Background: an optimization exercise with open tools, aiming at a short achievable clock period and few clock cycles per item. Do not read the settings as production practice.
RTL that was checked went through simulation tests only; none was proved equivalent to the original.
Power and IR drop assume default switching activity.

Setup of run A:
## se_framer
module se_framer (
  input  wire        clk,
  input  wire        rst,
  input  wire        cmd_valid,
  output wire        cmd_ready,
  input  wire [1:0]  cmd_op,
  input  wire [7:0]  cmd_len,
  input  wire [7:0]  cmd_opcode,
  input  wire [7:0]  cmd_p1,
  input  wire [15:0] cmd_p2,
  input  wire        in_valid,
  output wire        in_ready,
  input  wire [7:0]  in_data,
  input  wire        in_last,
  output wire        out_valid,
  input  wire        out_ready,
  output wire [7:0]  out_data,
  output wire        res_valid,
  input  wire        res_ready,
  output wire [2:0]  res_err,
  output wire [15:0] res_crc,
  output wire [4:0]  res_attempts
);
Size: ~93 I/O pins, roughly 0.039 mm² of cells after synthesis.
Settings: LEC_CHECK=0, CAP_MARGIN=20, CORE_MARGIN=2, CORE_UTILIZATION=60, CTS_CLUSTER_DIAMETER=60, CTS_CLUSTER_SIZE=30, PLACE_DENSITY=0.7, SETUP_SLACK_MARGIN=3.0, SLEW_MARGIN=20; clock period 5.0 ns.
run.sh (not shown) runs the stock make flow with config.mk's settings and CLKGATE_MAP_FILE= SYNTH_SCRIPT=/design/flow/synth_recipe.tcl, a recipe that flattens the netlist after the stock synthesis.
Edits applied to the flow inputs when going from run A to run B:
--- a/flow/config.mk
+++ b/flow/config.mk
@@ -10,4 +10,4 @@
 export CORE_UTILIZATION = 60
-export CTS_CLUSTER_DIAMETER = 60
-export CTS_CLUSTER_SIZE = 30
+export CTS_CLUSTER_DIAMETER = 100
+export CTS_CLUSTER_SIZE = 24
 export PLACE_DENSITY = 0.7
[summary]
Summary of run B over run A: final worst clock skew went down 0.0038 ns, core utilization went down 0.37 points, average wire length per cell after detail routing went down 0.35%, met2 routed wirelength went up 0.69%.
Fraction of power spent switching nets was lower in run B than in run A.
On area of placed instances, run B and run A are neck and neck.
Looking at final area, run B sits 240 µm² below run A.
In the metrics for run B and run A, the one carrying the lower layout-stage area growth over the synthesis result is run B.
[compare] base=run A new=run B: fraction of area in registers increased 0.34 points; final clock period utilization by the worst path essentially unchanged.
Run B ran to completion and came out clean on the timing, DRC and antenna checks.
Setup changes, run B to run C
--- a/flow/config.mk
+++ b/flow/config.mk
@@ -7,2 +7,3 @@
 export LEC_CHECK = 0
+export ABC_CLOCK_PERIOD_IN_PS = 1800
 export CAP_MARGIN = 20
@@ -10,4 +11,2 @@
 export CORE_UTILIZATION = 60
-export CTS_CLUSTER_DIAMETER = 100
-export CTS_CLUSTER_SIZE = 24
 export PLACE_DENSITY = 0.7
Results
Final clock period utilization by the worst path is lower on run B. Delta (run C minus run B): met1 usage in global routing neither gained nor lost much; final cell count without fillers rose about 2.2%; sequential share of layout area shows a reduction of 2.6 points. Of run C and run B, the lower share of the core filled with cells in the final layout belongs to run B. Of run C and run B, the lower total power belongs to run B.
No functional check of the RTL was part of any run of this note.

* * *

Setup of run 1:
Another version of the RTL of se_framer (not shown whole).
Size: ~4300 cells after synthesis, about 93 I/O pins, roughly 72000 um2 of cells after synthesis.
Settings: LEC_CHECK=0, CAP_MARGIN=20, CORE_MARGIN=2, CORE_UTILIZATION=40, PLACE_DENSITY=0.6, SLEW_MARGIN=20; clock period 5.0 ns.
Testbench counts of run 1, summed over its fixed seeds: cycles 38,869, items 40,905.
#### Input delta (run 2 over run 1)
- setting SETUP_SLACK_MARGIN to 3.0 for the first time
- setting ABC_CLOCK_PERIOD_IN_PS to 1800 for the first time
==> summary.txt <==
- In summary, run 2 completed successfully, with a layout that passed the timing, DRC and antenna checks.
- The number of combinational gates with multiple inputs in run 2 was higher than what run 1 gave.
- Between run 2 and run 1, the sequential portion of the cell area is lower for run 2.
- Smallest setup slack after layout, run 2 and run 1, lower one = run 1.

* * *

Another version of the RTL of se_framer (not shown whole).
Size: roughly 2000 cells after synthesis, about 920 flip-flops, about 93 I/O pins.
Settings: LEC_CHECK=0, ABC_CLOCK_PERIOD_IN_PS=1800, CAP_MARGIN=20, CORE_MARGIN=2, CORE_UTILIZATION=60, PLACE_DENSITY=0.7, SETUP_SLACK_MARGIN=3.0, SLEW_MARGIN=20; clock period 5.0 ns.
Rerun with:
Settings changed: CORE_UTILIZATION 60 to 40, PLACE_DENSITY 0.7 to 0.6.
Outcome:
- worst hold slack improved by 0.019 ns
- area after synthesis does not change
- count of clock-buffer cells in the layout goes up by 2
- non-clock buffer count climbs by 35
- global-route usage drops by 8.7 points
Function was not checked in any run of this note: the RTL went through the layout flow alone.

* * *

== amber ==
Another version of the RTL of se_framer (not shown whole).
Size: about 960 flip-flops, about 93 I/O pins, ~36000 µm² of cells after synthesis.
==> flow/config.mk <==
export PLATFORM = sky130hd
export DESIGN_NAME = se_framer
export DESIGN_NICKNAME = se_framer
export VERILOG_FILES = /design/flow/design.v
export SDC_FILE = /design/flow/constraint.sdc
export NUM_CORES = 4
export LEC_CHECK = 0
export CAP_MARGIN = 20
export CORE_MARGIN = 2
export CORE_UTILIZATION = 75
export CTS_CLUSTER_DIAMETER = 100
export CTS_CLUSTER_SIZE = 24
export PLACE_DENSITY = 0.85
export SETUP_SLACK_MARGIN = 3.0
export SLEW_MARGIN = 20
==> flow/constraint.sdc <==
create_clock -name core_clock -period 5.0 [get_ports {clk}]
set_input_delay 1.0000 -clock core_clock [delete_from_list [all_inputs] [get_ports {clk}]]
set_output_delay 1.0000 -clock core_clock [all_outputs]
set_load 0.01 [all_outputs]
Testbench counts of amber, summed over its fixed seeds: cycles 38,987, items 40,905.
#### Input delta (yarrow over amber)
Settings: PLACE_DENSITY changed from 0.85 to 0.7; CTS_CLUSTER_SIZE changed from 24 to 16; CORE_UTILIZATION changed from 75 to 60; CTS_BUF_LIST newly set to sky130_fd_sc_hd__clkbuf_8 sky130_fd_sc_hd__clkbuf_16.
Proportion of cell area occupied by registers: yarrow vs amber down 1.3 points
Delta(transition at the pin with the smallest max-transition slack, yarrow - amber) < 0
yarrow vs amber: total power up
Diff amber and yarrow: post-route fraction of the period consumed by the critical path lower in yarrow
Comparing amber and yarrow, the lower placement row count is on amber.
The wire length of the first global-routing pass reported for yarrow is smaller than that of amber by 2.0%.
Here is what was changed in the inputs of garnet compared with yarrow.
Settings: swapping 16 for 24 in CTS_CLUSTER_SIZE; clearing CTS_BUF_LIST, which used to be sky130_fd_sc_hd__clkbuf_8 sky130_fd_sc_hd__clkbuf_16.
Notes after the runs:
- Every stage of the flow completed for garnet, and the final layout passed the timing, DRC and antenna checks.
- garnet drops fewer vias than yarrow.
- garnet vs yarrow on first-iteration DRC count: garnet is the lower one.
- In terms of sequential cell area in the final layout, garnet and yarrow differ only marginally.

* * *

Another version of the RTL of se_framer (not shown whole).
For scale: ~3000 cells after synthesis, roughly 1200 flip-flops, about 93 I/O pins, ~0.042 mm^2 of cells after synthesis.
Design se_framer, start of the top module:
module se_framer (
  input  wire        clk,
  input  wire        rst,
  input  wire        cmd_valid,
  output wire        cmd_ready,
  input  wire [1:0]  cmd_op,
  input  wire [7:0]  cmd_len,
  input  wire [7:0]  cmd_opcode,
  input  wire [7:0]  cmd_p1,
  input  wire [15:0] cmd_p2,
  input  wire        in_valid,
  output wire        in_ready,
  input  wire [7:0]  in_data,
  input  wire        in_last,
  output wire        out_valid,
  input  wire        out_ready,
  output wire [7:0]  out_data,
  output wire        res_valid,
  input  wire        res_ready,
  output wire [2:0]  res_err,
  output wire [15:0] res_crc,
  output wire [4:0]  res_attempts
);
Settings: LEC_CHECK=0, ABC_CLOCK_PERIOD_IN_PS=1800, CAP_MARGIN=20, CORE_MARGIN=2, CORE_UTILIZATION=60, PLACE_DENSITY=0.7, SETUP_SLACK_MARGIN=3.0, SLEW_MARGIN=20; clock period 5.0 ns.
Testbench counts at the start, summed over its fixed seeds: cycles 38,999, items 40,905.
Rerun with:
ABC_CLOCK_PERIOD_IN_PS = unset   (was 1800)
CTS_CLUSTER_DIAMETER = 100   (was unset)
CTS_CLUSTER_SIZE = 24   (was unset)
- The changed run finished clean
- setup slack improves by 0.096 ns
- final area came out lower by 5.4%
- sequential cell count does not change
- die area is unchanged

* * *

== 05-08 ==
se_framer, a different RTL version from the one above (not shown whole).
For scale: about 2700 cells after synthesis, about 1100 flip-flops, about 93 I/O pins, about 39000 um2 of cells after synthesis.
==> flow/config.mk <==
export PLATFORM = sky130hd
export DESIGN_NAME = se_framer
export DESIGN_NICKNAME = se_framer
export VERILOG_FILES = /design/flow/design.v
export SDC_FILE = /design/flow/constraint.sdc
export NUM_CORES = 4
export LEC_CHECK = 0
export ABC_CLOCK_PERIOD_IN_PS = 900
export CAP_MARGIN = 20
export CORE_MARGIN = 2
export CORE_UTILIZATION = 60
export PLACE_DENSITY = 0.7
export SETUP_SLACK_MARGIN = 3.0
export SLEW_MARGIN = 20
==> flow/constraint.sdc <==
create_clock -name core_clock -period 5.0 [get_ports {clk}]
set_input_delay 1.0000 -clock core_clock [delete_from_list [all_inputs] [get_ports {clk}]]
set_output_delay 1.0000 -clock core_clock [all_outputs]
set_load 0.01 [all_outputs]
Testbench counts of 05-08, summed over its fixed seeds: cycles 38,999, items 40,905.
Setup changes, 05-08 to 06-14
# 05-08
export LEC_CHECK = 0
export ABC_CLOCK_PERIOD_IN_PS = 900
export CAP_MARGIN = 20
export CORE_MARGIN = 2
export CORE_UTILIZATION = 60
export PLACE_DENSITY = 0.7
export SETUP_SLACK_MARGIN = 3.0
export SLEW_MARGIN = 20
create_clock -name core_clock -period 5.0 [get_ports {clk}]
# 06-14
export LEC_CHECK = 0
export ABC_CLOCK_PERIOD_IN_PS = 1800
export CAP_MARGIN = 20
export CORE_MARGIN = 2
export CORE_UTILIZATION = 60
export PLACE_DENSITY = 0.7
export SETUP_SLACK_MARGIN = 3.0
export SLEW_MARGIN = 20
create_clock -name core_clock -period 5.0 [get_ports {clk}]
--- outcome ---
As far as die area goes, 06-14 and 05-08 are indistinguishable; the numbers are identical. 06-14: done, clean on timing, DRC and antenna. Total power: 06-14 vs 05-08 identical. 06-14 against 05-08: number of rows created at floorplan stayed essentially flat; total via count in the routed design stayed essentially flat.

-- what the ideal ports hide --
The flow's constraints put no driver on any port. The routed layouts listed below were extracted and timed again, unchanged, in two steps. Step 1: set_driving_cell puts a clkbuf_16 on clk and a buf_2 on each other input, an assumption about the parent block. Step 2 moves the port delays by t, midway between the first and last clock arrival at a register: inputs arrive t later, outputs are due t later. That takes back most of the time a late clock gives input paths. Three values: ideal ports, drivers, drivers and shift; two values: the first two.
| run | t, ns | setup WS [ns] | worst hold slack (ns) | clock arrival spread, ns | pins driven straight from the clock port |
|---|---|---|---|---|---|
| run A | 0.704 | 2.802 / 2.795 / 2.282 | 0.348 / 0.348 / 0.348 | 0.030 / 0.030 | 1 |
| run B | 0.696 | 2.805 / 2.805 / 2.203 | 0.363 / 0.363 / 0.363 | 0.026 / 0.026 | 1 |
| run C | 0.708 | 2.787 / 2.787 / 2.169 | 0.361 / 0.361 / 0.361 | 0.033 / 0.033 | 1 |
| run 1 | 0.871 | 1.427 / 1.427 / 1.427 | 0.324 / 0.324 / 0.324 | 0.028 / 0.027 | 1 |
| run 2 | 0.900 | 2.471 / 2.471 / 2.267 | 0.322 / 0.322 / 0.322 | 0.089 / 0.089 | 1 |
| the first run of note 3 | 0.692 | 2.504 / 2.504 / 1.972 | 0.363 / 0.363 / 0.363 | 0.029 / 0.029 | 1 |
| the second run of note 3 | 0.708 | 2.468 / 2.468 / 2.052 | 0.381 / 0.381 / 0.381 | 0.068 / 0.069 | 1 |
| amber | 0.678 | 2.771 / 2.714 / 2.328 | 0.391 / 0.391 / 0.391 | 0.036 / 0.036 | 1 |
| yarrow | 0.671 | 2.843 / 2.797 / 2.343 | 0.344 / 0.344 / 0.344 | 0.020 / 0.021 | 1 |
| garnet | 0.671 | 2.847 / 2.805 / 2.362 | 0.349 / 0.349 / 0.349 | 0.030 / 0.031 | 1 |
| the first run of note 5 | 0.736 | 2.774 / 2.774 / 2.351 | 0.424 / 0.424 / 0.424 | 0.029 / 0.030 | 1 |
| the second run of note 5 | 0.708 | 2.869 / 2.810 / 2.380 | 0.426 / 0.426 / 0.426 | 0.026 / 0.027 | 1 |
| 05-08 | 0.712 | 2.777 / 2.777 / 2.308 | 0.348 / 0.348 / 0.348 | 0.036 / 0.035 | 1 |
| 06-14 | 0.712 | 2.777 / 2.777 / 2.308 | 0.348 / 0.348 / 0.348 | 0.036 / 0.035 | 1 |
After both steps setup and hold are still met in every run listed. For run C, which loses most, drivers alone change the setup slack by 0.000 ns; drivers and shift together by -0.618 ns.
